What follows belongs to an exercise in optimizing a design on an open flow for small area, a short achievable clock period and few clock cycles; a production flow would make more cautious choices.
At most, simulation tests tie the RTL to the original design; equivalence was not proved.
Only the layout flow was run in run 1; the RTL was not checked for function there.
Power figures rest on the tool's default switching activity, not on a simulated workload.

## constraint.sdc

```tcl
create_clock -name core_clock -period 10.0 [get_ports {clk}]
set_input_delay 2.0000 -clock core_clock [delete_from_list [all_inputs] [get_ports {clk}]]
set_output_delay 2.0000 -clock core_clock [all_outputs]
set_load 0.01 [all_outputs]
```

## design.v

```verilog
module jvs_relay (
    input  wire       clk,
    input  wire       rst,
    input  wire       host_rx_valid,
    input  wire [7:0] host_rx_data,
    output wire       host_rx_ready,
    output wire       host_tx_valid,
    output wire [7:0] host_tx_data,
    input  wire       host_tx_ready,
    input  wire       host_tx_idle,
    input  wire       bus_rx_valid,
    input  wire [7:0] bus_rx_data,
    output wire       bus_rx_ready,
    output wire       bus_tx_valid,
    output wire [7:0] bus_tx_data,
    input  wire       bus_tx_ready,
    input  wire       bus_tx_idle,
    output reg        bus_dir,
    input  wire       bus_sense,
    output reg        status,
    output reg        diag_req,
    output reg  [3:0] diag_code,
    input  wire       diag_done
);
    localparam [7:0] SYNC = 8'hE0;
    localparam [7:0] ESC  = 8'hD0;
    localparam integer LK = 3;
    localparam integer K  = 1 << LK;
    localparam integer LR = 8 - LK;
    localparam integer NR = 1 << LR;
    localparam integer Q  = 8;           
    reg        hrx_rdy;       
    reg        brx_rdy;       
    reg        btx_on;        
    reg        htx_on;        
    reg        btx_vld;       
    reg        htx_vld;       
    reg        hunting;       
    reg        pend;          
    reg        pos_node;      
    reg        pos_len;       
    reg        dlast;         
    reg  [7:0] raw_q;         
    reg        lg_q;          
    reg        pn_q;          
    reg        at_node_q;     
    reg        at_len_q;      
    reg        sync_q;        
    reg  [7:0] sum;           
    reg  [1:0] didx;          
    reg        rb;            
    reg  [7:0] node_q;
    reg  [7:0] len_q;
    reg  [7:0] rem;           
    reg [LK-1:0] ph;          
    reg [LK-1:0] tau0;        
    reg  [7:0] wcnt;          
    reg  [7:0] rcnt;          
    reg  [7:0] tx_q;          
    reg        half1;         
    reg        esc_e0;        
    reg        last_q;        
    reg  [1:0] hdr;           
    reg  [Q-1:0] qv;          
    reg  [7:0] hq [0:Q-1];    
    reg  [Q-1:0] hl;          
    reg  [7:0] rd_q;          
    reg        rl_q;          
    reg        rdv_q;         
    assign host_rx_ready = hrx_rdy;
    assign bus_rx_ready  = brx_rdy;
    assign host_tx_valid = htx_vld;
    assign bus_tx_valid  = btx_vld;
    assign host_tx_data  = tx_q;
    assign bus_tx_data   = tx_q;
    wire       rx_fire = (hrx_rdy & host_rx_valid) | (brx_rdy & bus_rx_valid);
    wire [7:0] raw     = ({8{hrx_rdy}} & host_rx_data) | ({8{brx_rdy}} & bus_rx_data);
    wire       is_sync = hrx_rdy ? (host_rx_data == SYNC) : (bus_rx_data == SYNC);
    wire       is_esc  = hrx_rdy ? (host_rx_data == ESC)  : (bus_rx_data == ESC);
    wire       is_pfx  = !pend && is_esc;
    wire       rx_log  = rx_fire && !hunting && !is_pfx;     
    wire       pos_dat = !pos_node && !pos_len;
    function raw_is(input [7:0] c);
        raw_is = hrx_rdy ? (host_rx_data == c) : (bus_rx_data == c);
    endfunction
    wire       len_is0 = pend ? raw_is(8'hFF) : raw_is(8'h00);
    wire       len_is1 = pend ? raw_is(8'h00) : raw_is(8'h01);
    wire       rx_end  = rx_log && ((pos_len && len_is0) || (pos_dat && dlast));
    wire [7:0] val_q   = raw_q + {7'd0, pn_q};
    wire       dat_q   = lg_q && !at_node_q && !at_len_q;
    function vq_is(input [7:0] c);
        vq_is = pn_q ? (raw_q == c - 8'd1) : (raw_q == c);
    endfunction
    wire [7:0] sum_add = sum + raw_q + {7'd0, pn_q};
    wire [7:0] sum_now = lg_q ? sum_add : sum;               
    wire [7:0] sum_m1  = sum - 8'd1;
    wire [7:0] want    = pend ? sum_m1 : sum_now;
    wire       match   = hrx_rdy ? (host_rx_data == want) : (bus_rx_data == want);
    wire       dl_data = (lg_q && at_len_q) ? vq_is(8'd2) : (dat_q ? (rem == 8'd3) : (rem == 8'd2));
    wire       rb_now  = rb && !(lg_q && at_len_q && !vq_is(8'h03))
                           && !(dat_q && didx == 2'd0 && !vq_is(8'hF0))
                           && !(dat_q && didx == 2'd1 && !vq_is(8'hD9));
    wire       wr_q    = dat_q;
    reg  [7:0]   dl [1:K-1];
    reg  [K-1:1] dv;
    wire [K-1:0] dpend = {dv, wr_q};
    reg  [7:0]   wdata;
    reg  [K-1:0] wtake;       
    integer s;
    always @(*) begin
        wdata = val_q;
        wtake = {{(K-1){1'b0}}, wr_q};
        for (s = 1; s < K; s = s + 1)
            if (dv[s]) begin
                wdata = dl[s];
                wtake = {{(K-1){1'b0}}, 1'b1} << s;
            end
    end
    wire [LK-1:0] wslot = tau0 + wcnt[LK-1:0];
    wire       wen = (|dpend) && ((wcnt == 8'd0) || (ph == wslot));
    wire [LR-1:0] wrow = wcnt[7:LK];
    wire       tx_on   = btx_on | htx_on;
    wire       tx_full = btx_vld | htx_vld;
    wire       tx_fire = (btx_vld & bus_tx_ready) | (htx_vld & host_tx_ready);
    wire       free    = !tx_full || tx_fire;
    wire       hold2   = tx_full && half1;                
    wire       ending  = tx_full && !half1 && last_q;      
    wire       load    = free && !hold2 && !ending;       
    wire       pop     = load && hdr[1] && qv[0];
    wire       room    = pop ? !(qv[Q-1] && rdv_q) : !(qv[Q-1] || (qv[Q-2] && rdv_q));
    wire [LK-1:0] rslot = tau0 + rcnt[LK-1:0] + 1'b1;
    wire       more    = (rcnt != len_q);
    wire       cap     = more && room && (rcnt != wcnt) && (ph == rslot);
    wire       push    = rdv_q;
    wire [7:0] tap [0:NR-1];
    genvar r;
    generate
        for (r = 0; r < NR; r = r + 1) begin : g_ring
            reg [8*K-1:0] cells;
            wire sel = wen && (wrow == r);
            always @(posedge clk)
                cells <= {cells[8*K-9:0], sel ? wdata : cells[8*K-1 -: 8]};
            assign tap[r] = cells[7:0];
        end
    endgenerate
    wire [7:0] arr_out = tap[rcnt[7:LK]];
    wire [7:0] len_m1     = len_q - 8'd1;
    wire       fetch_last = (rcnt == len_m1);
    wire [7:0] h0         = hdr[1] ? hq[0] : (hdr[0] ? len_q : node_q);
    wire       h0_last    = hdr[1] ? hl[0] : (hdr[0] && (len_q == 8'd0));
    wire       h0_esc     = (h0 == 8'hD0) || (h0 == 8'hE0);
    wire [Q:0]   qv_lo    = {qv, 1'b1};            
    wire [Q:0]   qv_hi    = {1'b0, qv};            
    integer i;
    always @(posedge clk) begin
        ph <= ph + 1'b1;
        for (s = 1; s < K; s = s + 1) begin
            dl[s] <= (s == 1) ? val_q : dl[s-1];
            dv[s] <= dpend[s-1] && !(wen && wtake[s-1]);
        end
        if (wen) begin
            wcnt <= wcnt + 8'd1;
            if (wcnt == 8'd0)
                tau0 <= ph;
        end
        if (rst) begin
            hrx_rdy   <= 1'b0;
            brx_rdy   <= 1'b0;
            btx_on    <= 1'b0;
            htx_on    <= 1'b0;
            btx_vld   <= 1'b0;
            htx_vld   <= 1'b0;
            bus_dir   <= 1'b0;
            status    <= 1'b0;
            diag_req  <= 1'b1;
            diag_code <= 4'd1;
            hunting   <= 1'b1;
            pend      <= 1'b0;
            lg_q      <= 1'b0;
            rdv_q     <= 1'b0;
            sync_q    <= 1'b0;
            dv        <= {(K-1){1'b0}};
            ph        <= {LK{1'b0}};
            tx_q      <= SYNC;
            half1     <= 1'b0;
            last_q    <= 1'b0;
        end else begin
            if (diag_req && diag_done) begin
                diag_req <= 1'b0;
                if (diag_code == 4'd4) begin
                    htx_on  <= 1'b1;
                    htx_vld <= 1'b1;
                end else begin
                    hrx_rdy <= 1'b1;
                end
            end
            if (!diag_req)
                diag_code <= !hrx_rdy ? 4'd4 : (match ? 4'd3 : 4'd2);
            lg_q      <= rx_log;
            raw_q     <= raw;
            pn_q      <= pend;
            at_node_q <= pos_node;
            at_len_q  <= pos_len;
            sync_q    <= rx_fire && hunting && is_sync;
            if (rx_fire) begin
                if (hunting) begin
                    if (is_sync) begin
                        hunting  <= 1'b0;
                        pend     <= 1'b0;
                        pos_node <= 1'b1;
                        pos_len  <= 1'b0;
                    end
                end else if (is_pfx) begin
                    pend <= 1'b1;
                end else begin
                    pend <= 1'b0;
                    if (pos_node) begin
                        pos_node <= 1'b0;
                        pos_len  <= 1'b1;
                    end else if (pos_len) begin
                        pos_len <= 1'b0;
                        dlast   <= len_is1;
                    end else begin
                        dlast   <= dl_data;
                    end
                    if (rx_end) begin
                        hunting <= 1'b1;
                        hrx_rdy <= 1'b0;
                        brx_rdy <= 1'b0;
                        if (hrx_rdy) begin
                            if (!match) begin
                                diag_req  <= 1'b1;
                            end else if (rb_now && pos_dat) begin
                                diag_req  <= 1'b1;
                            end else begin
                                bus_dir <= 1'b1;
                                status  <= 1'b1;
                                btx_on  <= 1'b1;
                                btx_vld <= 1'b1;
                            end
                        end else begin
                            if (match) begin
                                htx_on  <= 1'b1;
                                htx_vld <= 1'b1;
                            end else begin
                                diag_req  <= 1'b1;
                            end
                        end
                    end
                end
            end
            if (sync_q)
                sum <= 8'd0;
            else
                sum <= sum_now;
            if (lg_q) begin
                if (at_node_q) begin
                    node_q <= val_q;
                    rb     <= vq_is(8'hFF);
                end else if (at_len_q) begin
                    len_q <= val_q;
                    rem   <= val_q;
                    didx  <= 2'd0;
                    rb    <= rb && vq_is(8'h03);
                end else begin
                    rem <= rem - 8'd1;
                    if (didx != 2'd2)
                        didx <= didx + 2'd1;
                    if (didx == 2'd0) rb <= rb && vq_is(8'hF0);
                    if (didx == 2'd1) rb <= rb && vq_is(8'hD9);
                end
            end
            if (!tx_on)
                hdr <= 2'd0;
            if (free && tx_on) begin
                if (hold2) begin
                    tx_q  <= {3'b110, esc_e0, 4'hF};
                    half1 <= 1'b0;
                end else if (ending) begin
                    btx_on  <= 1'b0;
                    htx_on  <= 1'b0;
                    btx_vld <= 1'b0;
                    htx_vld <= 1'b0;
                    tx_q    <= SYNC;
                    last_q  <= 1'b0;
                end else if (!hdr[1] || qv[0]) begin
                    tx_q    <= h0_esc ? ESC : h0;
                    half1   <= h0_esc;
                    esc_e0  <= h0[5];
                    last_q  <= h0_last;
                    btx_vld <= btx_on;
                    htx_vld <= htx_on;
                    if (!hdr[1])
                        hdr <= hdr + 2'd1;
                end else begin
                    btx_vld <= 1'b0;
                    htx_vld <= 1'b0;
                end
            end
            for (i = 0; i < Q; i = i + 1) begin
                if (pop) begin
                    if (push && qv_hi[i] && !qv_hi[i+1]) begin
                        hq[i] <= rd_q;
                        hl[i] <= rl_q;
                    end else if (i < Q - 1) begin
                        hq[i] <= hq[i+1];
                        hl[i] <= hl[i+1];
                    end
                end else if (push && qv_lo[i] && !qv_hi[i]) begin
                    hq[i] <= rd_q;
                    hl[i] <= rl_q;
                end
            end
            if (pop && !push)
                qv <= {1'b0, qv[Q-1:1]};
            else if (push && !pop)
                qv <= {qv[Q-2:0], 1'b1};
            rd_q  <= arr_out;
            rl_q  <= fetch_last;
            rdv_q <= cap;
            if (cap)
                rcnt <= rcnt + 8'd1;
            if (lg_q && at_len_q) begin
                qv   <= {Q{1'b0}};
                rcnt <= 8'd0;
                wcnt <= 8'd0;
                dv   <= {(K-1){1'b0}};
                rdv_q <= 1'b0;
            end
            if (bus_dir && !btx_on && bus_tx_idle) begin
                bus_dir <= 1'b0;
                brx_rdy <= 1'b1;
            end
            if (status && !bus_dir && !brx_rdy && !htx_on && !diag_req && host_tx_idle) begin
                status  <= 1'b0;
                hrx_rdy <= 1'b1;
            end
        end
    end
    wire unused_sense = bus_sense;
endmodule
```

## config.mk

```make
export PLATFORM = sky130hd
export DESIGN_NAME = jvs_relay
export DESIGN_NICKNAME = jvs_relay
export VERILOG_FILES = /design/flow/design.v
export SDC_FILE = /design/flow/constraint.sdc
export NUM_CORES = 4
export LEC_CHECK = 0
export ABC_CLOCK_PERIOD_IN_PS = 2500
export CAP_MARGIN = 20
export CORE_MARGIN = 2
export CORE_UTILIZATION = 40
export CTS_CLUSTER_DIAMETER = 50
export CTS_CLUSTER_SIZE = 30
export SLEW_MARGIN = 20
export TNS_END_PERCENT = 100
```

## flow/run.sh

```bash
#!/bin/bash
set -euo pipefail
bash standard.sh SETUP_SLACK_MARGIN=7 finish > standard_flow.log 2>&1
```

## standard.sh

```bash
#!/bin/bash
# synth_recipe.tcl (not shown) runs the flow's synth.tcl, then flattens the netlist and writes it again
# the make line also repeats each setting of config.mk as NAME=value (left out here)
make -C /OpenROAD-flow-scripts/flow DESIGN_CONFIG=/design/flow/config.mk WORK_HOME=/design/flow/orfs CLKGATE_MAP_FILE= SYNTH_SCRIPT=/design/flow/synth_recipe.tcl "${@:-finish}"
```

==> results of run 1 <==
-- power groups by stage --
stage | combinational, mW | sequential (mW) | clock, mW
4_1_cts | 0.300 | 9.36 | 6.56
6_report | 0.337 | 9.36 | 6.45
5_1_grt | 0.357 | 9.37 | 6.92
2_1_floorplan | 0.171 | 9.55 | 0
3_5_place_dp | 0.256 | 9.57 | 0
3_3_place_gp | 0.253 | 9.57 | 0
-- stage by stage --
stage,util (%),setup WS (ps)
finish,48.8,6680
global route,48.8,6640
CTS,47.5,6590
detailed placement,42.7,4980
global placement,42.7,5000
floorplan,-,6260
-- worst register-to-register path, cell delays in order (launching register included) --
cell	delay, ps
edfxtp_1	420
fa_2	430
inv_2	70
fa_1	390
mux2_4	280
mux2_4	280
xor2_2	180
a2111oi_2	240
o2111ai_2	230
or3_4	370
a211o_1	260
-- registers in the layout, indices dropped and copies added, names as in the netlist, 3 cells and up --
signal and count:
diag_code 3, dl 56, dv 7, g_ring.cells 2048
hl 8, hq 64, len_q 8, node_q 8
ph 3, qv 8, raw_q 8, rcnt 8
rd_q 8, rem 8, sum 8, tau0 3
tx_q 8, wcnt 8
-- Yosys cell counts (15+ instances only) --
library cell and n:
dfxtp_1 2149, nor2_1 280, nand2_1 197, mux2_2 158
edfxtp_1 152, o21ai_0 138, a21oi_1 101, clkbuf_1 76
o22ai_1 59, a22o_1 48, a22oi_1 47, xnor2_1 47
a221oi_1 42, nand3_1 38, inv_1 31, mux2i_1 30
nand4_1 30, xor2_1 30, nor3_1 23, ha_1 21
buf_2 18, nor2b_1 18, nand2b_1 15, nor4_1 15
-- what timing repair did --
| action | in CTS | in global routing |
|---|---|---|
| buffers inserted | 86 | 70 |
| pin swaps | 57 | 75 |
| gates resized for setup | 383 | 308 |
| endpoints found under the hold margin | 0 | 0 |
| cloned | 10 | 16 |
| endpoints found under the setup margin | 439 | 353 |
-- kinds of logic after synthesis --
| kind of cell | count (synthesis) |
|---|---|
| AND/OR/NAND/NOR | 700 |
| multiplexers | 194 |
| AO/OA/AOI/OAI | 496 |
| buffers and inverters | 156 |
| XOR/XNOR | 77 |
| adder cells (fa/ha/maj) | 25 |
| flip-flops | 2301 |
| other | 1 |
-- cell type report --
| type | count | share of cell area, % |
|---|---|---|
| multi-input combinational | 1511 | 17.2 |
| tap | 1903 | 3.39 |
| timing repair buffer | 262 | 3.98 |
| clock inverter | 97 | 2.15 |
| inverter | 33 | 0.214 |
| sequential | 2301 | 67.9 |
| clock buffer | 152 | 5.12 |
-- worst max path at each step --
stage	to	slack (ps)	cells after the start	startpoint
after detailed placement	hq[6][2]$_DFFE_PN_	4980	8	bus_tx_ready
after global routing	diag_req$_SDFF_PP1_	6640	10	pn_q$_DFFE_PN_
after global placement	hq[6][3]$_DFFE_PN_	5000	8	bus_tx_ready
after CTS	diag_req$_SDFF_PP1_	6590	10	raw_q[0]$_DFFE_PN_
after floorplan	diag_req$_SDFF_PP1_	6260	6	bus_rx_data[2]
final	btx_vld$_SDFF_PP0_	6680	8	bus_rx_data[2]
-- layer usage --
metal  vias to the layer above  share of wire [%]  wire [um]  global-route usage (%)
met2                       719                 44      58800                    26.0
met5                         -                  0          0                       0
met3                       245                5.3       7080                    2.79
met1                     14600                 47      62900                    24.4
met4                         0                3.6       4880                    6.01
li1                      14000                  -          -                       -
==> flow_summary.yaml, run 1 <==
run_status:
  outcome: "finished with violations"
  violations: "capacitance limit, slew limit"
worst_setup_path:
  r2r_slack_ps: 6740
  setup.worst_path.end_class: "flip-flop"
  r2r-start: "pn_q$_DFFE_PN_"
  required_ps: 10710
  crit_type: "in2reg"
  path_cells: "clkdlybuf4s15_1 -> or3_4 -> o211ai_1 -> a32o_1 -> nand3_2 -> or3b_4 -> o41ai_2 -> a22o_1"
  slowest_stage: "or3b_4"
  r2r_end: "diag_req$_SDFF_PP1_"
  worst-path-max-fanout: 3
  critPathTopFamily: "compound AO/OA/AOI/OAI gates"
  reg2reg_depth: 10
  cp-start-kind: "primary input"
  cpPeakStageDelay_ps: 440
  arrival_ps: 4030
  crit_buf_inv: 1
routing:
  wl_um: 134000
  wl_per_cell_um: 21.4
  dr.pass1.iters: 5
  drc: 0
  final_antenna_net_count: 0
  drt_iter0_drc: 2194
  viasPerCell: 4.72
  via_count: 29600
synth:
  synth_top_area_share_pct: 74.3
  synth_top_family_by_area: "compound AO/OA/AOI/OAI gates"
  synth_warnings: 3
  synth-main-ff-cell: "dfxtp_1"
  synth_xor_area_share_pct: 1.17
  synth_compound_area_share_pct: 5.56
  netlist_instances: 3950
  syn_area_sq_um: 57900
  synth_edf_count: 152
  synth_nets: 4001
  ys_ff_latch: 2301
  synthMuxAreaShare_pct: 3.75
  synth_area_leaders: "dfxtp_1, edfxtp_1, mux2_2"
  synthArstFlopShare_pct: 0
  synth_cell_types: 78
  yosys.area.top_type: "dfxtp_1"
  yosys.area_share.simple_pct: 5.55
  yosysSeqAreaShare_pct: 82.2
  synth-adder-area-share_pct: 0.592
  syn_avg_cell_area_sq_um: 14.7
layout:
  multi_input_area_sq_um: 12100
  final_common_cell: "dfxtp_1"
  num-fill-cells: 12200
  final_cell_mix: "dfxtp_1, nor2_1, nand2_1"
  syn_to_final_growth_pct: 21.2
  antenna_cells: 0
  final_cells: 6259
  seq_area_sq_um: 47700
  nNetsFinal: 4297
  stdcell_area_sq_um: 70100
  drive_above_1_share_pct: 22.6
clock_network:
  clock_path_buffers: 3
  path_clk_slew_ps: 90
  cts_tree: "built"
  numCtsBuffers: 137
  cts_htree_levels: 4
  clock_sinks: 2301
  clkLatencyLatePin_ps: 810
  cts-root-buf: "clkbuf_16"
  cts_hold_buf: 0
floorplan:
  die-height_um: 384
  core_area_sq_um: 144000
  fp.dieArea_sq_um: 148000
  io_pins: 53
  rows: 139
  die_w_um: 384
  initial_core_util_pct: 40.3
timing:
  tightest_slew_ps: 1710
  slew_headroom_pct: -14.7
  rsz0062_at_grt: "true"
  finalMaxSlewViolations: 10
  clock.fmax_mhz: 301
  period_minus_slack_ps: 3320
  fin_crit_sh_pct: 33.2
  fin_tns_setup_ps: 0
  hold_slack_ps: 298
  hold_viol_final: 0
  finClkSkew_ps: 48.6
  setup_violations: 0
pwr:
  p_leak_nw: 27.0
  pwr-share-seq_pct: 58.0
  p_switching_mw: 3.70
  fin_total_pwr_mw: 16.2
  ir_drop_v: 0.000141
  p_int_mw: 12.5
  power_density_nw_per_um2: 230
  clkPwrFrac_pct: 40.0
  swShare_pct: 22.9
  pwr-share-comb_pct: 2.1
placed_design:
  hpwl_um: 76800
  place_area_sq_um: 61400
  placed_cells: 5828
  gp_congestion: 0.826
  port_buffers: 50
grt:
  grt_pass1_wl_um: 184000
  grt_pass1_vias: 28100
  grt_max_degree: 99
  antenna_found_initial: 5
  grt.total_usage_pct: 17.0
  grt_overflow_total: 0
min_path:
  hold_depth: 0
  whs_endpoint: "g_ring[30].cells[33]$_DFF_P_"
  min_path_type: "reg2reg"
  hold_start: "g_ring[30].cells[25]$_DFF_P_"
job:
  drv_cap: 1
==> inputs of run 2 (changes only) <==
--- a/design.v
+++ b/design.v
@@ -57,5 +57,5 @@
     reg  [7:0] wcnt;          
     reg  [7:0] rcnt;          
-    reg  [7:0] tx_q;          
+    reg  [7:0] btx_q, htx_q;
     reg        half1;         
     reg        esc_e0;        
@@ -72,18 +72,14 @@
     assign host_tx_valid = htx_vld;
     assign bus_tx_valid  = btx_vld;
-    assign host_tx_data  = tx_q;
-    assign bus_tx_data   = tx_q;
+    assign host_tx_data  = htx_q;
+    assign bus_tx_data   = btx_q;
     wire       rx_fire = (hrx_rdy & host_rx_valid) | (brx_rdy & bus_rx_valid);
     wire [7:0] raw     = ({8{hrx_rdy}} & host_rx_data) | ({8{brx_rdy}} & bus_rx_data);
-    wire       is_sync = hrx_rdy ? (host_rx_data == SYNC) : (bus_rx_data == SYNC);
-    wire       is_esc  = hrx_rdy ? (host_rx_data == ESC)  : (bus_rx_data == ESC);
-    wire       is_pfx  = !pend && is_esc;
+    wire       is_sync = (raw == SYNC);
+    wire       is_pfx  = !pend && (raw == ESC);
     wire       rx_log  = rx_fire && !hunting && !is_pfx;     
     wire       pos_dat = !pos_node && !pos_len;
-    function raw_is(input [7:0] c);
-        raw_is = hrx_rdy ? (host_rx_data == c) : (bus_rx_data == c);
-    endfunction
-    wire       len_is0 = pend ? raw_is(8'hFF) : raw_is(8'h00);
-    wire       len_is1 = pend ? raw_is(8'h00) : raw_is(8'h01);
+    wire       len_is0 = pend ? (raw == 8'hFF) : (raw == 8'h00);
+    wire       len_is1 = pend ? (raw == 8'h00) : (raw == 8'h01);
     wire       rx_end  = rx_log && ((pos_len && len_is0) || (pos_dat && dlast));
     wire [7:0] val_q   = raw_q + {7'd0, pn_q};
@@ -96,5 +92,5 @@
     wire [7:0] sum_m1  = sum - 8'd1;
     wire [7:0] want    = pend ? sum_m1 : sum_now;
-    wire       match   = hrx_rdy ? (host_rx_data == want) : (bus_rx_data == want);
+    wire       match   = (raw == want);
     wire       dl_data = (lg_q && at_len_q) ? vq_is(8'd2) : (dat_q ? (rem == 8'd3) : (rem == 8'd2));
     wire       rb_now  = rb && !(lg_q && at_len_q && !vq_is(8'h03))
@@ -182,5 +178,6 @@
             dv        <= {(K-1){1'b0}};
             ph        <= {LK{1'b0}};
-            tx_q      <= SYNC;
+            btx_q     <= SYNC;
+            htx_q     <= SYNC;
             half1     <= 1'b0;
             last_q    <= 1'b0;
@@ -275,5 +272,6 @@
             if (free && tx_on) begin
                 if (hold2) begin
-                    tx_q  <= {3'b110, esc_e0, 4'hF};
+                    if (btx_on) btx_q <= {3'b110, esc_e0, 4'hF};
+                    if (htx_on) htx_q <= {3'b110, esc_e0, 4'hF};
                     half1 <= 1'b0;
                 end else if (ending) begin
@@ -282,8 +280,10 @@
                     btx_vld <= 1'b0;
                     htx_vld <= 1'b0;
-                    tx_q    <= SYNC;
+                    if (btx_on) btx_q <= SYNC;
+                    if (htx_on) htx_q <= SYNC;
                     last_q  <= 1'b0;
                 end else if (!hdr[1] || qv[0]) begin
-                    tx_q    <= h0_esc ? ESC : h0;
+                    if (btx_on) btx_q <= h0_esc ? ESC : h0;
+                    if (htx_on) htx_q <= h0_esc ? ESC : h0;
                     half1   <= h0_esc;
                     esc_e0  <= h0[5];
--- a/config.mk
+++ b/config.mk
@@ -6,5 +6,5 @@
 export NUM_CORES = 4
 export LEC_CHECK = 0
-export ABC_CLOCK_PERIOD_IN_PS = 2500
+export ABC_AREA = 1
 export CAP_MARGIN = 20
 export CORE_MARGIN = 2
==> flow_summary.yaml, run 2 <==
clock_network:
  clkLatencyLatePin_ps: 790
  cts_hold_buf: 0
  cts-root-buf: "clkbuf_16"
  cts_htree_levels: 4
  clock_path_buffers: 3
  clock_sinks: 2309
  cts_tree: "built"
  path_clk_slew_ps: 100
  numCtsBuffers: 137
routing:
  via_count: 31100
  wl_per_cell_um: 15.7
  drc: 0
  viasPerCell: 4.41
  final_antenna_net_count: 0
  wl_um: 111000
  dr.pass1.iters: 6
  drt_iter0_drc: 1940
worst_setup_path:
  path_cells: "buf_6"
  crit_type: "reg2out"
  crit_buf_inv: 1
  r2r-start: "rcnt[4]$_SDFFCE_PP0P_"
  required_ps: 8000
  cp-start-kind: "flip-flop"
  critPathTopFamily: "flip-flops"
  cpPeakStageDelay_ps: 360
  reg2reg_depth: 11
  arrival_ps: 1240
  setup.worst_path.end_class: "output pin"
  worst-path-max-fanout: 2
  slowest_stage: "dfxtp_4"
  r2r_slack_ps: 7050
  r2r_end: "rd_q[2]$_DFFE_PN_"
synth:
  synth_warnings: 3
  yosys.area.top_type: "dfxtp_1"
  yosysSeqAreaShare_pct: 80.3
  synth_area_leaders: "dfxtp_1, edfxtp_1, nand2_1"
  ys_ff_latch: 2309
  synth_top_area_share_pct: 72.6
  synthTopCellsByCount: "dfxtp_1, nand2_1, inv_1"
  syn_area_sq_um: 59500
  synth_cell_types: 63
  synth_most_common_cell: "dfxtp_1"
  synth_nets: 4875
  synth_edf_count: 152
  synthArstFlopShare_pct: 0
  synth-main-ff-cell: "dfxtp_1"
  netlist_instances: 4823
  syn_avg_cell_area_sq_um: 12.3
layout:
  syn_to_final_growth_pct: 15.3
  stdcell_area_sq_um: 68600
  final_common_cell: "dfxtp_1"
  nNetsFinal: 5055
  regMostFlops: "g_ring.cells"
  antenna_cells: 0
  largest_register_ffs: 2048
  reg.largest.list: "g_ring.cells x2048, hq x64, dl x56"
  final_cell_mix: "dfxtp_1, nand2_1, inv_1"
  drive_above_1_share_pct: 11.7
timing:
  tightest_slew_ps: 838
  period_minus_slack_ps: 3240
  finalMaxSlewViolations: 0
  fin_tns_setup_ps: 0
  finClkSkew_ps: 35.4
  clock.fmax_mhz: 308
  setup_violations: 0
  slew_headroom_pct: 44.0
  hold_slack_ps: 302
  fin_crit_sh_pct: 32.4
  hold_viol_final: 0
  rsz0062_at_grt: "true"
pwr:
  fin_total_pwr_mw: 16.2
  ir_drop_v: 0.000204
  p_leak_nw: 28.4
  power_density_nw_per_um2: 236
placed_design:
  place_area_sq_um: 62300
  port_buffers: 50
  hpwl_um: 69300
  gp_congestion: 0.879
min_path:
  min_path_type: "reg2reg"
  whs_endpoint: "g_ring[14].cells[25]$_DFF_P_"
  hold_start: "g_ring[14].cells[17]$_DFF_P_"
  hold_depth: 0
floorplan:
  rows: 141
  core_area_sq_um: 148000
  initial_core_util_pct: 40.3
  die_w_um: 390
  fp.dieArea_sq_um: 152000
  die-height_um: 390
  io_pins: 53
grt:
  grt_max_degree: 85
  grt.total_usage_pct: 14.4
  antenna_found_initial: 1
  grt_pass1_wl_um: 170000
  grt_pass1_vias: 29900
  grt_overflow_total: 0
run_status:
  outcome: "complete, no violations"
job:
  drv_cap: 0
==> run 2: cell types whose count changed in the layout (fill, tap and decap cells not counted), sizes merged, moves of 21 or more <==
cell / before / now
mux2: 164 / 0
nor2: 285 / 251
inv: 79 / 355
buf: 245 / 99
nand2: 201 / 1140
nand3: 41 / 139
a221oi: 42 / 13
o22ai: 59 / 13
mux2i: 30 / 9
xnor2: 47 / 11
a22oi: 47 / 16
a22o: 48 / 24
o21ai: 138 / 190
==> run 2: area by class of cell <==
class / instances / area, sq um
clock inverters: 96 / 1430
well taps: 1930 / 2410
clock buffers: 157 / 3730
fillers: 13000 / 79100
multi-input cells: 2115 / 10700
repair buffers: 123 / 1150
flip-flops and latches: 2309 / 47800
inverters: 315 / 1320
repair inverters: 2 / 17.5
==> run 2: cell families (layout without fill, tap and decap cells) <==
group,count (synthesis),after routing,share of synthesized area (%)
flip-flops,2309,2309,80.3
buffers and inverters,402,693,2.83
AND/OR/NAND/NOR,1625,1628,11.6
AO/OA/AOI/OAI,410,410,3.97
multiplexers,9,9,0.151
adder cells (fa/ha/maj),26,26,0.597
XOR/XNOR,41,41,0.604
other,1,1,0.00630
==> run 2: metal layers <==
layer,up-vias,share of wire [%],global-route usage [%]
li1,15700,-,-
met1,14700,50,20.4
met2,516,43,21.9
met3,180,3.8,2.44
met4,0,3.3,5.76
met5,-,0,0
==> run 2: worst max-delay path by stage <==
stage / depth (start not counted) / from / slack [ps] / endpoint
after floorplan: 10 / host_tx_ready / 6470 / qv[0]$_SDFFCE_PP0P_
after global placement: 11 / host_tx_ready / 4310 / rcnt[7]$_SDFFCE_PP0P_
after detailed placement: 11 / host_tx_ready / 4300 / rcnt[7]$_SDFFCE_PP0P_
after CTS: 1 / htx_vld$_SDFF_PP0_ / 6700 / host_tx_valid
after global routing: 1 / htx_vld$_SDFF_PP0_ / 6700 / host_tx_valid
final: 1 / htx_vld$_SDFF_PP0_ / 6760 / host_tx_valid
==> run 2: power breakdown <==
part	switching, mW	internal, mW
logic	0.193	0.0919
registers	0.0318	9.34
clock network	3.34	3.18
==> run 2: stage by stage <==
step	util [%]	std cells	setup WS, ps
floorplan	-	4823	6470
global placement	42.2	6728	4310
detailed placement	42.2	6728	4300
CTS	46.2	7020	6700
global route	46.4	7047	6700
finish	46.4	7047	6760
==> run 2: timing repair <==
item,in CTS,in global routing
setup buffers,34,26
cloned,5,1
setup endpoints to repair,359,324
resized for setup,247,52
pin swaps,33,32
Testbench counts of run 2, summed over its fixed seeds: cycles 33,493.
==> inputs of run 3 (changes only) <==
--- a/config.mk
+++ b/config.mk
@@ -9,7 +9,7 @@
 export CAP_MARGIN = 20
 export CORE_MARGIN = 2
-export CORE_UTILIZATION = 40
-export CTS_CLUSTER_DIAMETER = 50
-export CTS_CLUSTER_SIZE = 30
+export CORE_UTILIZATION = 60
+export CTS_CLUSTER_DIAMETER = 55
+export CTS_CLUSTER_SIZE = 35
 export SLEW_MARGIN = 20
 export TNS_END_PERCENT = 100
==> flow_summary.yaml, run 3 <==
run_status:
  outcome: "complete, no violations"
placed_design:
  place_area_sq_um: 61600
  port_buffers: 50
  hpwl_um: 69700
  gp_congestion: 0.815
floorplan:
  rows: 115
  core_area_sq_um: 98300
  fp.dieArea_sq_um: 102000
  io_pins: 53
  initial_core_util_pct: 60.5
  die-height_um: 319
  die_w_um: 319
timing:
  setup_violations: 0
  rsz0062_at_grt: "true"
  finalMaxSlewViolations: 0
  tightest_slew_ps: 896
  period_minus_slack_ps: 3200
  clock.fmax_mhz: 312
  slew_headroom_pct: 40.1
  hold_slack_ps: 288
  fin_tns_setup_ps: 0
  fin_crit_sh_pct: 32.0
  finClkSkew_ps: 46.5
  hold_viol_final: 0
synth:
  synth_cell_types: 63
  synthArstFlopShare_pct: 0
  synth_nets: 4875
  synth_warnings: 3
  synth_top_family_by_area: "simple AND/OR/NAND/NOR gates"
  yosysSeqAreaShare_pct: 80.3
  synthTopCellsByCount: "dfxtp_1, nand2_1, inv_1"
  netlist_instances: 4823
  synthMuxAreaShare_pct: 0.151
  synth-main-ff-cell: "dfxtp_1"
  synth_most_common_cell: "dfxtp_1"
  yosys.area_share.simple_pct: 11.6
  synth_xor_area_share_pct: 0.604
  synth_top_area_share_pct: 72.6
  synth_area_leaders: "dfxtp_1, edfxtp_1, nand2_1"
  syn_area_sq_um: 59500
  syn_avg_cell_area_sq_um: 12.3
  ys_ff_latch: 2309
  synth_edf_count: 152
  yosys.area.top_type: "dfxtp_1"
  synth_compound_area_share_pct: 3.97
  synth-adder-area-share_pct: 0.597
routing:
  drc: 0
  dr.pass1.iters: 6
  viasPerCell: 4.85
  wl_per_cell_um: 17.2
  drt_iter0_drc: 2207
  final_antenna_net_count: 0
  via_count: 31100
  wl_um: 110000
min_path:
  min_path_type: "reg2reg"
  whs_endpoint: "g_ring[10].cells[18]$_DFF_P_"
  hold_depth: 0
  hold_start: "g_ring[10].cells[10]$_DFF_P_"
grt:
  grt_overflow_total: 0
  grt.total_usage_pct: 21.8
  antenna_found_initial: 0
  grt_pass1_vias: 29500
  grt_max_degree: 41
  grt_pass1_wl_um: 169000
pwr:
  power_density_nw_per_um2: 234
  pwr-share-comb_pct: 1.9
  clkPwrFrac_pct: 39.0
  pwr-share-seq_pct: 59.1
  p_switching_mw: 3.39
  fin_total_pwr_mw: 15.9
  swShare_pct: 21.4
  ir_drop_v: 0.000175
  p_leak_nw: 28.4
  p_int_mw: 12.5
worst_setup_path:
  crit_buf_inv: 1
  worst-path-max-fanout: 3
  setup.worst_path.end_class: "output pin"
  slowest_stage: "dfxtp_4"
  reg2reg_depth: 8
  path_cells: "buf_6"
  r2r_end: "rd_q[1]$_DFFE_PN_"
  cpPeakStageDelay_ps: 360
  r2r_slack_ps: 7040
  critPathTopFamily: "flip-flops"
  required_ps: 8000
  r2r-start: "rcnt[7]$_SDFFCE_PP0P_"
  arrival_ps: 1200
  crit_type: "reg2out"
  cp-start-kind: "flip-flop"
clock_network:
  numCtsBuffers: 139
  path_clk_slew_ps: 90
  cts-root-buf: "clkbuf_16"
  cts_tree: "built"
  clkLatencyLatePin_ps: 760
  clock_sinks: 2309
  cts_htree_levels: 4
  clock_path_buffers: 3
layout:
  num-fill-cells: 7234
  drive_above_1_share_pct: 11.6
  final_common_cell: "dfxtp_1"
  largest_register_ffs: 2048
  regMostFlops: "g_ring.cells"
  reg.largest.list: "g_ring.cells x2048, hq x64, dl x56"
  stdcell_area_sq_um: 67600
  final_cell_mix: "dfxtp_1, nand2_1, inv_1"
  syn_to_final_growth_pct: 13.7
  nNetsFinal: 5063
job:
  drv_cap: 0
## run 3: cell count changes in the layout (fill, tap and decap cells not counted), sizes merged, moves of 3 or more
cell | before | now
inv | 355 | 345
dlygate4sd2 | 8 | 0
buf | 99 | 106
dlymetal6s2s | 6 | 13
clkinvlp | 11 | 16
bufbuf | 1 | 5
nand3 | 139 | 136
## run 3: worst max-delay path by stage
| stage | slack, ps | cells after the start | startpoint | to |
|---|---|---|---|---|
| finish | 6800 | 1 | hrx_rdy$_SDFF_PP0_ | host_rx_ready |
| global route | 6750 | 1 | hrx_rdy$_SDFF_PP0_ | host_rx_ready |
| CTS | 6740 | 1 | diag_req$_SDFF_PP1_ | diag_req |
| detailed placement | 4640 | 12 | host_tx_ready | hq[7][4]$_DFFE_PP_ |
| global placement | 4670 | 12 | host_tx_ready | hq[7][7]$_DFFE_PP_ |
| floorplan | 6470 | 10 | host_tx_ready | qv[0]$_SDFFCE_PP0P_ |
## run 3: metal layers
| layer | vias to the layer above | global-route usage (%) | share of wire, % |
|---|---|---|---|
| li1 | 15700 | - | - |
| met1 | 14600 | 31.8 | 50 |
| met2 | 545 | 33.7 | 44 |
| met3 | 158 | 3.23 | 3.8 |
| met4 | 0 | 6.58 | 2.3 |
| met5 | - | 0 | 0 |
## run 3: logic make-up after synthesis
logic type,Yosys count
other cells,1
buf+inv,402
fa+ha+maj,26
simple gates,1625
xor+xnor,41
mux,9
flops,2309
compound gates,410
## run 3: power by group through the flow
stage | sequential [mW] | clock [mW] | combinational [mW]
2_1_floorplan | 9.58 | 0 | 0.174
3_3_place_gp | 9.59 | 0 | 0.256
3_5_place_dp | 9.59 | 0 | 0.260
4_1_cts | 9.38 | 6.32 | 0.286
5_1_grt | 9.38 | 6.67 | 0.329
6_report | 9.37 | 6.18 | 0.297
## run 3: through the flow
step | worst slack [ps] | utilization (%) | std cells
floorplan | 6470 | - | 4823
global placement | 4670 | 62.7 | 6090
detailed placement | 4640 | 62.7 | 6090
CTS | 6740 | 68.3 | 6371
global route | 6750 | 68.8 | 6404
finish | 6800 | 68.8 | 6405
## run 3: cell type report
cell class	instances	area [sq um]	area share, %
Antenna cell	1	2.50	0.00370
Clock buffer	156	3690	5.45
Clock inverter	91	1110	1.65
Inverter	315	1310	1.94
Multi-Input combinational cell	2112	10700	15.8
Sequential cell	2309	47800	70.7
Tap cell	1287	1610	2.38
Timing Repair Buffer	134	1440	2.13
## run 3: timing repair
item	in CTS	in global routing
setup buffers	29	32
endpoints found under the setup margin	360	292
hold buffers	0	0
gates cloned	5	1
resized for setup	229	82
pin swaps	15	43
==> inputs of run 4 (changes only) <==
--- a/config.mk
+++ b/config.mk
@@ -9,5 +9,5 @@
 export CAP_MARGIN = 20
 export CORE_MARGIN = 2
-export CORE_UTILIZATION = 60
+export CORE_UTILIZATION = 85
 export CTS_CLUSTER_DIAMETER = 55
 export CTS_CLUSTER_SIZE = 35
==> flow_summary.yaml, run 4 <==
placed_design:
  placed_cells: 5730
  port_buffers: 50
  place_area_sq_um: 61100
  dp_slack_ps: 4430
  hpwl_um: 85400
  gp_congestion: 0.947
synth:
  synth_nets: 4875
  synth_cell_types: 63
  synth_warnings: 3
  syn_avg_cell_area_sq_um: 12.3
  yosys.area.top_type: "dfxtp_1"
  netlist_instances: 4823
  synthTopCellsByCount: "dfxtp_1, nand2_1, inv_1"
  synth_most_common_cell: "dfxtp_1"
  synth_area_leaders: "dfxtp_1, edfxtp_1, nand2_1"
  synth-main-ff-cell: "dfxtp_1"
  synthArstFlopShare_pct: 0
  ys_ff_latch: 2309
  syn_area_sq_um: 59500
  yosysSeqAreaShare_pct: 80.3
  synth_edf_count: 152
  synth_top_area_share_pct: 72.6
clock_network:
  clock_path_buffers: 3
  numCtsBuffers: 100
  clock_sinks: 2309
  cts_resized: 360
  cts-root-buf: "clkbuf_16"
  post_cts_buffers: 75
  cts_hold_buf: 0
  cts_htree_levels: 3
floorplan:
  rows: 96
  die_w_um: 269
  io_pins: 53
  die-height_um: 269
  initial_core_util_pct: 86.3
run_status:
  tool.error: "[ERROR DPL-0033] detailed placement checks failed during check placement."
  lastStage: "clock tree synthesis (4_1_cts)"
  outcome: "aborted with a tool error"
-- run 4: cell counts after synthesis --
Identical to the previous run, type by type.
-- run 4: through the flow --
| stage | total power, mW | hold slack, ps |
|---|---|---|
| floorplan | 9.75 | 310 |
| global placement | 9.83 | 309 |
| detailed placement | 9.85 | 312 |
-- run 4: how the worst max path moves through the flow --
stage	end	slack (ps)	cells after the start
after floorplan	qv[0]$_SDFFCE_PP0P_	6470	10
after global placement	hq[7][3]$_DFFE_PP_	4430	11
after detailed placement	hq[7][3]$_DFFE_PP_	4430	11
-- run 4: logic make-up after synthesis --
group | Yosys count | synth area share (%)
compound gates | 410 | 3.97
xor+xnor | 41 | 0.604
fa+ha+maj | 26 | 0.597
buf+inv | 402 | 2.83
flops | 2309 | 80.3
mux | 9 | 0.151
other cells | 1 | 0.00630
simple gates | 1625 | 11.6
-- run 4: power groups by stage --
stage	combinational [mW]	clock [mW]	sequential, mW
after detailed placement	0.258	0	9.60
after global placement	0.241	0	9.59
after floorplan	0.174	0	9.58
==> inputs of run 5 (changes only) <==
--- a/config.mk
+++ b/config.mk
@@ -9,5 +9,5 @@
 export CAP_MARGIN = 20
 export CORE_MARGIN = 2
-export CORE_UTILIZATION = 85
+export CORE_UTILIZATION = 40
 export CTS_CLUSTER_DIAMETER = 55
 export CTS_CLUSTER_SIZE = 35
==> flow_summary.yaml, run 5 <==
worst_setup_path:
  reg2reg_depth: 11
  required_ps: 8000
  arrival_ps: 1230
  path_cells: "buf_6"
  crit_type: "reg2out"
  critPathTopFamily: "flip-flops"
  slowest_stage: "dfxtp_2"
  critPathLaunch: "diag_code[0]$_SDFFE_PP1N_"
  r2r_end: "rd_q[3]$_DFFE_PN_"
  crit_buf_inv: 1
  r2r-start: "rcnt[4]$_SDFFCE_PP0P_"
  setup.worst_path.end_class: "output pin"
  crit_end: "diag_code[0]"
  r2r_slack_ps: 7100
  path_depth: 1
  cp-start-kind: "flip-flop"
  worst-path-max-fanout: 3
  cpPeakStageDelay_ps: 370
synth:
  synth_edf_count: 152
  synth_cell_types: 63
  yosys.area.top_type: "dfxtp_1"
  synth-main-ff-cell: "dfxtp_1"
  synthArstFlopShare_pct: 0
  synth_most_common_cell: "dfxtp_1"
  synth_area_leaders: "dfxtp_1, edfxtp_1, nand2_1"
  yosysSeqAreaShare_pct: 80.3
  ys_ff_latch: 2309
  netlist_instances: 4823
  syn_avg_cell_area_sq_um: 12.3
  synth_nets: 4875
  synth_top_area_share_pct: 72.6
  synth_warnings: 3
  syn_area_sq_um: 59500
  synthTopCellsByCount: "dfxtp_1, nand2_1, inv_1"
run_status:
  outcome: "complete, no violations"
placed_design:
  placed_cells: 6728
  port_buffers: 50
  place_area_sq_um: 62300
  dp_slack_ps: 4300
  gp_congestion: 0.879
  hpwl_um: 69300
pwr:
  pwr-share-seq_pct: 60.0
  p_leak_nw: 28.1
  swShare_pct: 22.9
  clkPwrFrac_pct: 38.1
  ir_drop_v: 0.000162
  power_density_nw_per_um2: 230
  p_switching_mw: 3.58
  pwr-share-comb_pct: 1.8
  fin_total_pwr_mw: 15.6
  p_int_mw: 12.0
floorplan:
  core_area_sq_um: 148000
  die-height_um: 390
  rows: 141
  die_w_um: 390
  initial_core_util_pct: 40.3
  fp.dieArea_sq_um: 152000
  io_pins: 53
layout:
  drive_above_1_share_pct: 10.9
  nNetsFinal: 5024
  stdcell_area_sq_um: 67900
  largest_register_ffs: 2048
  antenna_cells: 0
  post-route-util_pct: 46.0
  num-fill-cells: 13100
  reg.largest.list: "g_ring.cells x2048, hq x64, dl x56"
  final_cells: 7003
  final_common_cell: "dfxtp_1"
  syn_to_final_growth_pct: 14.1
  final_cell_mix: "dfxtp_1, nand2_1, inv_1"
  regMostFlops: "g_ring.cells"
timing:
  hold_viol_final: 0
  period_minus_slack_ps: 3230
  slew_headroom_pct: 42.4
  tightest_slew_ps: 861
  clock.fmax_mhz: 310
  fin_tns_setup_ps: 0
  finClkSkew_ps: 52.3
  setup_violations: 0
  hold_slack_ps: 306
  fin_crit_sh_pct: 32.3
  setup_ws_ps: 6770
  finalMaxSlewViolations: 0
  rsz0062_at_grt: "true"
clock_network:
  path_clk_slew_ps: 110
  cts_tree: "built"
  numCtsBuffers: 114
  clock_sinks: 2309
  clkLatencyLatePin_ps: 770
  clock_path_buffers: 3
  cts_hold_buf: 0
  cts_htree_levels: 3
  cts-root-buf: "clkbuf_16"
job:
  drv_cap: 0
routing:
  drt_iter0_drc: 1893
  drc: 0
  final_antenna_net_count: 0
  dr.pass1.iters: 5
  via_count: 30800
  wl_um: 110000
  viasPerCell: 4.40
  wl_per_cell_um: 15.7
grt:
  grt_max_degree: 85
  grt.total_usage_pct: 14.3
  grt_pass1_vias: 29500
  grt_overflow_total: 0
  antenna_found_initial: 1
  grt_pass1_wl_um: 169000
min_path:
  min_path_type: "reg2reg"
## run 5: cell counts after synthesis
No cell type changed its count.
## run 5: worst min path at each step
stage / start / to / slack, ps / cells past startpoint
detailed placement: g_ring[30].cells[49]$_DFF_P_ / g_ring[30].cells[57]$_DFF_P_ / 310 / 0
CTS: g_ring[15].cells[50]$_DFF_P_ / g_ring[15].cells[58]$_DFF_P_ / 310 / 0
finish: g_ring[14].cells[17]$_DFF_P_ / g_ring[14].cells[25]$_DFF_P_ / 310 / 0
global placement: g_ring[22].cells[42]$_DFF_P_ / g_ring[22].cells[50]$_DFF_P_ / 310 / 0
floorplan: g_ring[0].cells[8]$_DFF_P_ / g_ring[0].cells[16]$_DFF_P_ / 310 / 0
global route: g_ring[16].cells[54]$_DFF_P_ / g_ring[16].cells[62]$_DFF_P_ / 300 / 0
## run 5: power groups by stage
stage / Sequential (mW) / Clock, mW / Combinational, mW
global route: 9.39 / 6.44 / 0.318
floorplan: 9.58 / 0 / 0.174
finish: 9.38 / 5.96 / 0.287
CTS: 9.38 / 6.11 / 0.276
global placement: 9.59 / 0 / 0.254
detailed placement: 9.59 / 0 / 0.258
## run 5: metal layers
metal | track usage (%) | vias up | share of wire [%]
met1 | 20.3 | 14500 | 50
met5 | 0 | - | 0
met3 | 2.15 | 172 | 3.9
li1 | - | 15600 | -
met2 | 21.8 | 525 | 43
met4 | 5.57 | 0 | 3.6
## run 5: cell families (layout without fill, tap and decap cells)
logic type,after synthesis,count (layout),share of synthesized area (%)
AOI/OAI and AO/OA,410,410,3.97
xor gates and xnor gates,41,41,0.604
adders and majority gates,26,26,0.597
buffers and inverters,402,649,2.83
DFF,2309,2309,80.3
muxes,9,9,0.151
other,1,1,0.00630
and+or+nand+nor,1625,1628,11.6
## run 5: what timing repair did
action / CTS / global route
gates cloned: 5 / 1
setup endpoints to repair: 376 / 325
resized for setup: 246 / 44
buffers inserted: 33 / 19
pin swaps: 34 / 31
## run 5: cell type report
class	count	area (sq um)	share of cell area (%)
clock buffers	125	2980	4.38
clock inverters	92	1580	2.33
inverters	315	1310	1.93
multi-input cells	2115	10700	15.7
flip-flops and latches	2309	47800	70.4
well taps	1930	2410	3.56
repair buffers	115	1100	1.63
repair inverters	2	17.5	0.0258
==> inputs of run 6 (changes only) <==
--- a/config.mk
+++ b/config.mk
@@ -9,5 +9,5 @@
 export CAP_MARGIN = 20
 export CORE_MARGIN = 2
-export CORE_UTILIZATION = 40
+export CORE_UTILIZATION = 70
 export CTS_CLUSTER_DIAMETER = 55
 export CTS_CLUSTER_SIZE = 35
==> flow_summary.yaml, run 6 <==
layout:
  largest_register_ffs: 2048
  final_cell_mix: "dfxtp_1, nand2_1, inv_1"
  nNetsFinal: 5048
  stdcell_area_sq_um: 67200
  reg.largest.list: "g_ring.cells x2048, hq x64, dl x56"
  drive_above_1_share_pct: 11.2
  final_common_cell: "dfxtp_1"
  syn_to_final_growth_pct: 12.9
  regMostFlops: "g_ring.cells"
  antenna_cells: 0
  final_cells: 6237
  post-route-util_pct: 80.0
worst_setup_path:
  worst-path-max-fanout: 2
  critPathTopFamily: "flip-flops"
  cp-start-kind: "flip-flop"
  setup.worst_path.end_class: "output pin"
  crit_buf_inv: 1
  arrival_ps: 1170
  cpPeakStageDelay_ps: 350
  path_cells: "buf_6"
  crit_type: "reg2out"
  slowest_stage: "dfxtp_2"
  required_ps: 8000
synth:
  syn_area_sq_um: 59500
  synth_warnings: 3
  synth_area_leaders: "dfxtp_1, edfxtp_1, nand2_1"
  ys_ff_latch: 2309
  synth_most_common_cell: "dfxtp_1"
  synth_edf_count: 152
  synth_nets: 4875
  synth-main-ff-cell: "dfxtp_1"
  netlist_instances: 4823
  syn_avg_cell_area_sq_um: 12.3
  synth_top_area_share_pct: 72.6
  yosys.area.top_type: "dfxtp_1"
  synth_cell_types: 63
  yosysSeqAreaShare_pct: 80.3
  synthTopCellsByCount: "dfxtp_1, nand2_1, inv_1"
  synthArstFlopShare_pct: 0
min_path:
  min_path_type: "reg2reg"
routing:
  wl_um: 113000
  wl_per_cell_um: 18.1
  drc: 0
  final_antenna_net_count: 0
  via_count: 31700
  drt_iter0_drc: 2182
  dr.pass1.iters: 7
  viasPerCell: 5.08
job:
  drv_cap: 0
pwr:
  power_density_nw_per_um2: 233
  ir_drop_v: 0.000232
  p_leak_nw: 28.2
  fin_total_pwr_mw: 15.6
floorplan:
  initial_core_util_pct: 70.9
  io_pins: 53
  rows: 106
  core_area_sq_um: 84000
  fp.dieArea_sq_um: 87300
  die_w_um: 296
  die-height_um: 296
placed_design:
  placed_cells: 5938
  dp_slack_ps: 4780
  port_buffers: 50
  place_area_sq_um: 61400
  hpwl_um: 69400
  gp_congestion: 0.871
grt:
  grt_max_degree: 82
  grt_pass1_vias: 30800
  grt.total_usage_pct: 26.1
  antenna_found_initial: 0
  grt_pass1_wl_um: 173000
  grt_overflow_total: 0
clock_network:
  numCtsBuffers: 121
  clock_sinks: 2309
  path_clk_slew_ps: 100
  clkLatencyLatePin_ps: 720
  cts_hold_buf: 0
  cts_tree: "built"
  clock_path_buffers: 3
  cts-root-buf: "clkbuf_16"
  cts_htree_levels: 3
timing:
  setup_ws_ps: 6830
  tightest_slew_ps: 881
  setup_violations: 0
  slew_headroom_pct: 41.1
  hold_viol_final: 0
  period_minus_slack_ps: 3170
  rsz0062_at_grt: "true"
  finalMaxSlewViolations: 0
  finClkSkew_ps: 58.8
  fin_crit_sh_pct: 31.7
  hold_slack_ps: 287
  fin_tns_setup_ps: 0
  clock.fmax_mhz: 316
run_status:
  outcome: "complete, no violations"
-- run 6: final timing paths --
check,startpoint,to,slack [ps],depth (start not counted)
worst max-delay path,htx_q[7]$_SDFFE_PP1P_,host_tx_data[7],6830,1
worst min-delay path,g_ring[8].cells[19]$_DFF_P_,g_ring[8].cells[27]$_DFF_P_,290,0
worst max register to register,rcnt[4]$_SDFFCE_PP0P_,rd_q[0]$_DFFE_PN_,7040,9
worst min register to register,g_ring[8].cells[19]$_DFF_P_,g_ring[8].cells[27]$_DFF_P_,290,0
-- run 6: power breakdown --
group	internal [mW]	total, mW	leakage [nW]	switching [mW]
Combinational	0.104	0.303	7.18	0.199
Clock	2.71	5.96	2.20	3.25
Sequential	9.35	9.38	18.9	0.0317
-- run 6: layer usage --
layer,track usage (%),routed length [um],vias to the layer above
met4,9.10,3770,0
met1,36.9,52200,15000
li1,-,-,15700
met3,3.34,5320,209
met2,41.8,51700,799
met5,0,0,-
-- run 6: area by class of cell --
cell class	instances	area [sq um]
flip-flops and latches	2309	47800
inverters	315	1330
multi-input cells	2112	10600
fillers	4922	16800
repair buffers	137	1460
clock buffers	131	3160
well taps	1134	1420
clock inverters	99	1420
-- run 6: cells by family (layout without fill, tap and decap cells) --
family	count (synthesis)	in the layout	synth area share (%)
other	1	1	0.00630
adder cells (fa/ha/maj)	26	26	0.597
buffers and inverters	402	682	2.83
multiplexers	9	9	0.151
XOR/XNOR	41	41	0.604
flip-flops	2309	2309	80.3
AO/OA/AOI/OAI	410	410	3.97
AND/OR/NAND/NOR	1625	1625	11.6
-- run 6: timing repair --
action,CTS,global route
pin swaps,44,33
endpoints found under the setup margin,392,244
gates cloned,6,1
setup buffers,42,20
gates resized for setup,256,48
==> inputs of run 7 (changes only) <==
==> flow/run.sh (replaced) <==
#!/bin/bash
set -euo pipefail
bash standard.sh SETUP_SLACK_MARGIN=6.85 finish > standard_flow.log 2>&1
--- a/config.mk
+++ b/config.mk
@@ -9,5 +9,5 @@
 export CAP_MARGIN = 20
 export CORE_MARGIN = 2
-export CORE_UTILIZATION = 70
+export CORE_UTILIZATION = 40
 export CTS_CLUSTER_DIAMETER = 55
 export CTS_CLUSTER_SIZE = 35
==> flow_summary.yaml, run 7 <==
run_status:
  outcome: "complete, no violations"
worst_setup_path:
  r2r_end: "rd_q[5]$_DFFE_PN_"
  setup.worst_path.end_class: "output pin"
  cpPeakStageDelay_ps: 360
  path_cells: "buf_6"
  r2r-start: "rcnt[4]$_SDFFCE_PP0P_"
  reg2reg_depth: 9
  slowest_stage: "dfxtp_4"
  r2r_slack_ps: 6920
  critPathTopFamily: "flip-flops"
  arrival_ps: 1250
  worst-path-max-fanout: 2
  crit_type: "reg2out"
  required_ps: 8000
  cp-start-kind: "flip-flop"
  crit_buf_inv: 1
synth:
  synthTopCellsByCount: "dfxtp_1, nand2_1, inv_1"
  synth_warnings: 3
  yosysSeqAreaShare_pct: 80.3
  yosys.area.top_type: "dfxtp_1"
  synth_edf_count: 152
  netlist_instances: 4823
  synth_area_leaders: "dfxtp_1, edfxtp_1, nand2_1"
  synth_top_area_share_pct: 72.6
  syn_avg_cell_area_sq_um: 12.3
  ys_ff_latch: 2309
  synth-main-ff-cell: "dfxtp_1"
  syn_area_sq_um: 59500
  synthArstFlopShare_pct: 0
  synth_nets: 4875
  synth_cell_types: 63
  synth_most_common_cell: "dfxtp_1"
pwr:
  power_density_nw_per_um2: 230
  ir_drop_v: 0.000158
  p_leak_nw: 28.1
floorplan:
  core_area_sq_um: 148000
  die_w_um: 390
  fp.dieArea_sq_um: 152000
  die-height_um: 390
  rows: 141
  io_pins: 53
  initial_core_util_pct: 40.3
grt:
  grt.total_usage_pct: 14.4
  antenna_found_initial: 2
  grt_pass1_vias: 29700
  grt_max_degree: 85
  grt_pass1_wl_um: 170000
  grt_overflow_total: 0
routing:
  wl_met3_um: 4390
  wl_met1_um: 54400
  wl_per_cell_um: 15.9
  dr_wl_met2_um: 50100
  final_antenna_net_count: 0
  drt_iter0_drc: 2185
  via_count: 31100
  dr.pass1.iters: 5
  wl_um: 111000
  drc: 0
  viasPerCell: 4.44
  top_layer: "met4"
clock_network:
  path_clk_slew_ps: 120
  numCtsBuffers: 116
  cts-root-buf: "clkbuf_16"
  cts_tree: "built"
  clock_sinks: 2309
  cts_htree_levels: 3
  clock_path_buffers: 3
  clkLatencyLatePin_ps: 810
placed_design:
  hpwl_um: 69600
  port_buffers: 50
  gp_congestion: 0.827
  placed_cells: 6729
timing:
  setup_violations: 0
  slew_headroom_pct: 39.0
  tightest_slew_ps: 912
  finalMaxSlewViolations: 0
  rsz0062_at_grt: "true"
  clock.fmax_mhz: 308
  finClkSkew_ps: 48.9
  fin_crit_sh_pct: 32.5
  period_minus_slack_ps: 3250
  hold_viol_final: 0
  fin_tns_setup_ps: 0
layout:
  reg.largest.list: "g_ring.cells x2048, hq x64, dl x56"
  nNetsFinal: 5024
  final_common_cell: "dfxtp_1"
  final_cell_mix: "dfxtp_1, nand2_1, inv_1"
  regMostFlops: "g_ring.cells"
  largest_register_ffs: 2048
  drive_above_1_share_pct: 10.4
  antenna_cells: 0
  final_cells: 7005
  syn_to_final_growth_pct: 14.3
min_path:
  hold_start: "g_ring[10].cells[48]$_DFF_P_"
  min_path_type: "reg2reg"
  whs_endpoint: "g_ring[10].cells[56]$_DFF_P_"
  hold_depth: 0
job:
  drv_cap: 0
==> run 7: final cells by class <==
cell class / instances / area (sq um)
Clock buffer: 123 / 2990
Clock inverter: 98 / 1590
Fill cell: 13100 / 79700
Inverter: 315 / 1300
Multi-Input combinational cell: 2113 / 10600
Sequential cell: 2309 / 47800
Tap cell: 1930 / 2410
Timing Repair Buffer: 116 / 1300
Timing Repair inverter: 1 / 8.76
==> run 7: worst max-delay path by stage <==
stage | to | from | cells past startpoint | slack [ps]
finish | bus_tx_valid | btx_vld$_SDFF_PP0_ | 1 | 6750
global route | g_ring[18].cells[4]$_DFF_P_ | pn_q$_DFFE_PN_ | 12 | 6690
CTS | diag_code[2] | diag_code[2]$_SDFFE_PP0N_ | 1 | 6700
detailed placement | hq[7][4]$_DFFE_PP_ | host_tx_ready | 12 | 4370
global placement | hq[7][4]$_DFFE_PP_ | host_tx_ready | 12 | 4410
floorplan | qv[0]$_SDFFCE_PP0P_ | host_tx_ready | 10 | 6470
==> run 7: metrics by stage <==
stage                     worst slack, ps  utilization [%]  power (mW)  hold WS (ps)  instance area, sq um
final                                6750             46.0        15.7           294                 68000
after global placement               4410             42.2        9.85           310                 62300
after detailed placement             4370             42.2        9.85           312                 62300
after floorplan                      6470                -        9.75           310                 59700
after global routing                 6690             46.0        16.2           300                 68000
after CTS                            6700             45.7        15.8           298                 67400
==> run 7: report_power, final <==
part | total (mW) | leakage, nW | internal [mW] | switching (mW)
Clock | 5.99 | 2.20 | 2.62 | 3.37
Combinational | 0.297 | 7.09 | 0.101 | 0.196
Sequential | 9.38 | 18.9 | 9.35 | 0.0317
==> run 7: what timing repair did <==
item / CTS / global route
buffers inserted: 18 / 30
gates cloned: 5 / 2
gates resized for setup: 204 / 75
hold buffers: 0 / 0
setup endpoints to repair: 243 / 245
pin swaps: 6 / 31
hold endpoints to repair: 0 / 0
==> run 7: cells by family (layout without fill, tap and decap cells) <==
family	after synthesis	in the layout	synth area share, %
flops	2309	2309	80.3
simple gates	1625	1626	11.6
compound gates	410	410	3.97
buf+inv	402	653	2.83
xor+xnor	41	41	0.604
fa+ha+maj	26	26	0.597
mux	9	9	0.151
other cells	1	1	0.00630
==> run 7: routing by layer <==
| metal | GRT usage, % | vias to the layer above |
|---|---|---|
| met5 | 0 | - |
| li1 | - | 15600 |
| met3 | 2.11 | 175 |
| met2 | 22.7 | 522 |
| met4 | 4.38 | 0 |
| met1 | 20.5 | 14800 |
==> inputs of run 8 (changes only) <==
==> flow/run.sh (replaced) <==
#!/bin/bash
set -euo pipefail
bash standard.sh SETUP_SLACK_MARGIN=7 finish > standard_flow.log 2>&1
--- a/config.mk
+++ b/config.mk
@@ -9,7 +9,7 @@
 export CAP_MARGIN = 20
 export CORE_MARGIN = 2
-export CORE_UTILIZATION = 40
-export CTS_CLUSTER_DIAMETER = 55
-export CTS_CLUSTER_SIZE = 35
+export CORE_UTILIZATION = 75
+export CTS_CLUSTER_DIAMETER = 45
+export CTS_CLUSTER_SIZE = 28
 export SLEW_MARGIN = 20
 export TNS_END_PERCENT = 100
==> flow_summary.yaml, run 8 <==
run_status:
  outcome: "complete, no violations"
clock_network:
  cts-root-buf: "clkbuf_16"
  clock_path_buffers: 3
  cts_htree_levels: 4
  numCtsBuffers: 141
  clock_sinks: 2309
  path_clk_slew_ps: 120
  clkLatencyLatePin_ps: 780
  cts_tree: "built"
pwr:
  power_density_nw_per_um2: 238
  fin_total_pwr_mw: 16.1
  p_leak_nw: 28.5
  ir_drop_v: 0.000191
worst_setup_path:
  worst-path-max-fanout: 2
  critPathTopFamily: "flip-flops"
  path_cells: "buf_6"
  arrival_ps: 1210
  setup.worst_path.end_class: "output pin"
  crit_buf_inv: 1
  cp-start-kind: "flip-flop"
  cpPeakStageDelay_ps: 360
  required_ps: 8000
  slowest_stage: "dfxtp_2"
  crit_type: "reg2out"
placed_design:
  placed_cells: 5853
  port_buffers: 50
  place_area_sq_um: 61300
  hpwl_um: 71100
  gp_congestion: 0.867
grt:
  grt_max_degree: 72
  antenna_found_initial: 3
  grt_pass1_wl_um: 195000
  grt.total_usage_pct: 31.6
  grt_pass1_vias: 33700
  grt_overflow_total: 0
floorplan:
  die_w_um: 286
  io_pins: 53
  fp.dieArea_sq_um: 81600
  core_area_sq_um: 78700
  initial_core_util_pct: 75.5
  die-height_um: 286
  rows: 103
synth:
  synthArstFlopShare_pct: 0
  syn_avg_cell_area_sq_um: 12.3
  synth_top_area_share_pct: 72.6
  synth_area_leaders: "dfxtp_1, edfxtp_1, nand2_1"
  synth_most_common_cell: "dfxtp_1"
  synth_edf_count: 152
  synth_cell_types: 63
  ys_ff_latch: 2309
  syn_area_sq_um: 59500
  synth_warnings: 3
  netlist_instances: 4823
  synthTopCellsByCount: "dfxtp_1, nand2_1, inv_1"
  synth_nets: 4875
  yosys.area.top_type: "dfxtp_1"
  synth-main-ff-cell: "dfxtp_1"
  yosysSeqAreaShare_pct: 80.3
layout:
  largest_register_ffs: 2048
  nNetsFinal: 5078
  final_cells: 6192
  regMostFlops: "g_ring.cells"
  syn_to_final_growth_pct: 13.5
  reg.largest.list: "g_ring.cells x2048, hq x64, dl x56"
  final_cell_mix: "dfxtp_1, nand2_1, inv_1"
  final_common_cell: "dfxtp_1"
  num-fill-cells: 3539
  drive_above_1_share_pct: 12.1
  stdcell_area_sq_um: 67500
  multi_input_area_sq_um: 10600
  seq_area_sq_um: 47800
  antenna_cells: 0
timing:
  setup_violations: 0
  fin_crit_sh_pct: 32.1
  fin_tns_setup_ps: 0
  tightest_slew_ps: 920
  period_minus_slack_ps: 3210
  rsz0062_at_grt: "true"
  finalMaxSlewViolations: 0
  hold_slack_ps: 292
  slew_headroom_pct: 38.5
  hold_viol_final: 0
  finClkSkew_ps: 62.4
  clock.fmax_mhz: 311
routing:
  drc: 0
  dr.pass1.iters: 8
  viasPerCell: 5.42
  via_count: 33600
  wl_per_cell_um: 21.4
  wl_um: 132000
  final_antenna_net_count: 0
  drt_iter0_drc: 2751
min_path:
  min_path_type: "reg2reg"
job:
  drv_cap: 0
[run 8: area by class of cell]
cell class | instances | area share, %
clock inverters | 100 | 1.76
flip-flops and latches | 2309 | 70.8
inverters | 315 | 1.93
clock buffers | 159 | 5.54
repair buffers | 147 | 2.26
multi-input cells | 2112 | 15.8
well taps | 1050 | 1.95
[run 8: per-stage QoR]
step	worst slack [ps]	util, %
after detailed placement	4720	77.8
final	6790	85.7
after global routing	6760	85.7
after global placement	4770	77.8
after CTS	6770	85.1
after floorplan	6470	-
[run 8: cell families (layout without fill, tap and decap cells)]
kind of cell | count (synthesis) | count (layout) | share of synthesized area (%)
DFF | 2309 | 2309 | 80.3
and+or+nand+nor | 1625 | 1625 | 11.6
AOI/OAI and AO/OA | 410 | 410 | 3.97
buffers and inverters | 402 | 721 | 2.83
xor gates and xnor gates | 41 | 41 | 0.604
adders and majority gates | 26 | 26 | 0.597
muxes | 9 | 9 | 0.151
other | 1 | 1 | 0.00630
[run 8: worst paths after layout]
| path | startpoint | to | slack (ps) | cells past startpoint |
|---|---|---|---|---|
| setup / recovery | btx_q[6]$_SDFFE_PP1P_ | bus_tx_data[6] | 6790 | 1 |
| hold / removal | g_ring[20].cells[37]$_DFF_P_ | g_ring[20].cells[45]$_DFF_P_ | 290 | 0 |
| setup reg to reg | rcnt[3]$_SDFFCE_PP0P_ | rd_q[1]$_DFFE_PN_ | 6900 | 11 |
| hold reg to reg | g_ring[20].cells[37]$_DFF_P_ | g_ring[20].cells[45]$_DFF_P_ | 290 | 0 |
[run 8: what timing repair did]
item | CTS | global route
setup endpoints to repair | 326 | 251
hold buffers | 0 | 0
pin swaps | 42 | 45
resized for setup | 264 | 56
buffers inserted | 39 | 35
cloned | 5 | 1
[run 8: metal layers]
metal,global-route usage (%),wire (um),part of all wire (%),vias up
li1,-,-,-,15700
met1,41.9,54200,41,16200
met2,53.4,64500,49,1261
met3,4.18,7890,6.0,340
met4,12.4,5600,4.2,6
met5,0,31,0.023,-
[run 8: power breakdown]
group	switching, mW	internal [mW]	total, mW
logic	0.203	0.103	0.306
registers	0.0324	9.34	9.38
clock network	3.36	3.03	6.39

[separate check: timing with driven ports]
How much do the figures lean on ideal ports? The routed layouts below were timed once more, with nothing changed but the port constraints. Step 1 sets driving cells, clkbuf_16 on the clock port and buf_2 on the other inputs (assumed; they add their load-dependent delay and slew). Step 2 adds t to the input delays and takes it off the output delays; t is the mean of the earliest and latest rising clock arrival at the registers after step 1. Input paths then give back, and output paths get back, about the clock's delay inside the block. a / b / c = ideal / step 1 / step 2; a / b = the first two.
| run | shift t [ns] | slack for setup (ns) | worst hold slack (ns) |
|---|---|---|---|
| run 1 | 0.856 | 6.677 / 6.647 / 5.871 | 0.298 / 0.298 / 0.298 |
| run 2 | 0.847 | 6.755 / 6.681 / 6.253 | 0.302 / 0.302 / 0.302 |
| run 3 | 0.803 | 6.798 / 6.728 / 6.283 | 0.288 / 0.288 / 0.288 |
| run 5 | 0.824 | 6.770 / 6.694 / 6.285 | 0.306 / 0.306 / 0.306 |
| run 6 | 0.760 | 6.834 / 6.764 / 6.301 | 0.287 / 0.287 / 0.287 |
| run 7 | 0.865 | 6.752 / 6.673 / 6.099 | 0.294 / 0.294 / 0.294 |
| run 8 | 0.825 | 6.788 / 6.717 / 6.219 | 0.292 / 0.292 / 0.292 |
The setup slack of run 1, which loses most, moves by -0.030 ns with the drivers and by -0.806 ns with both steps.
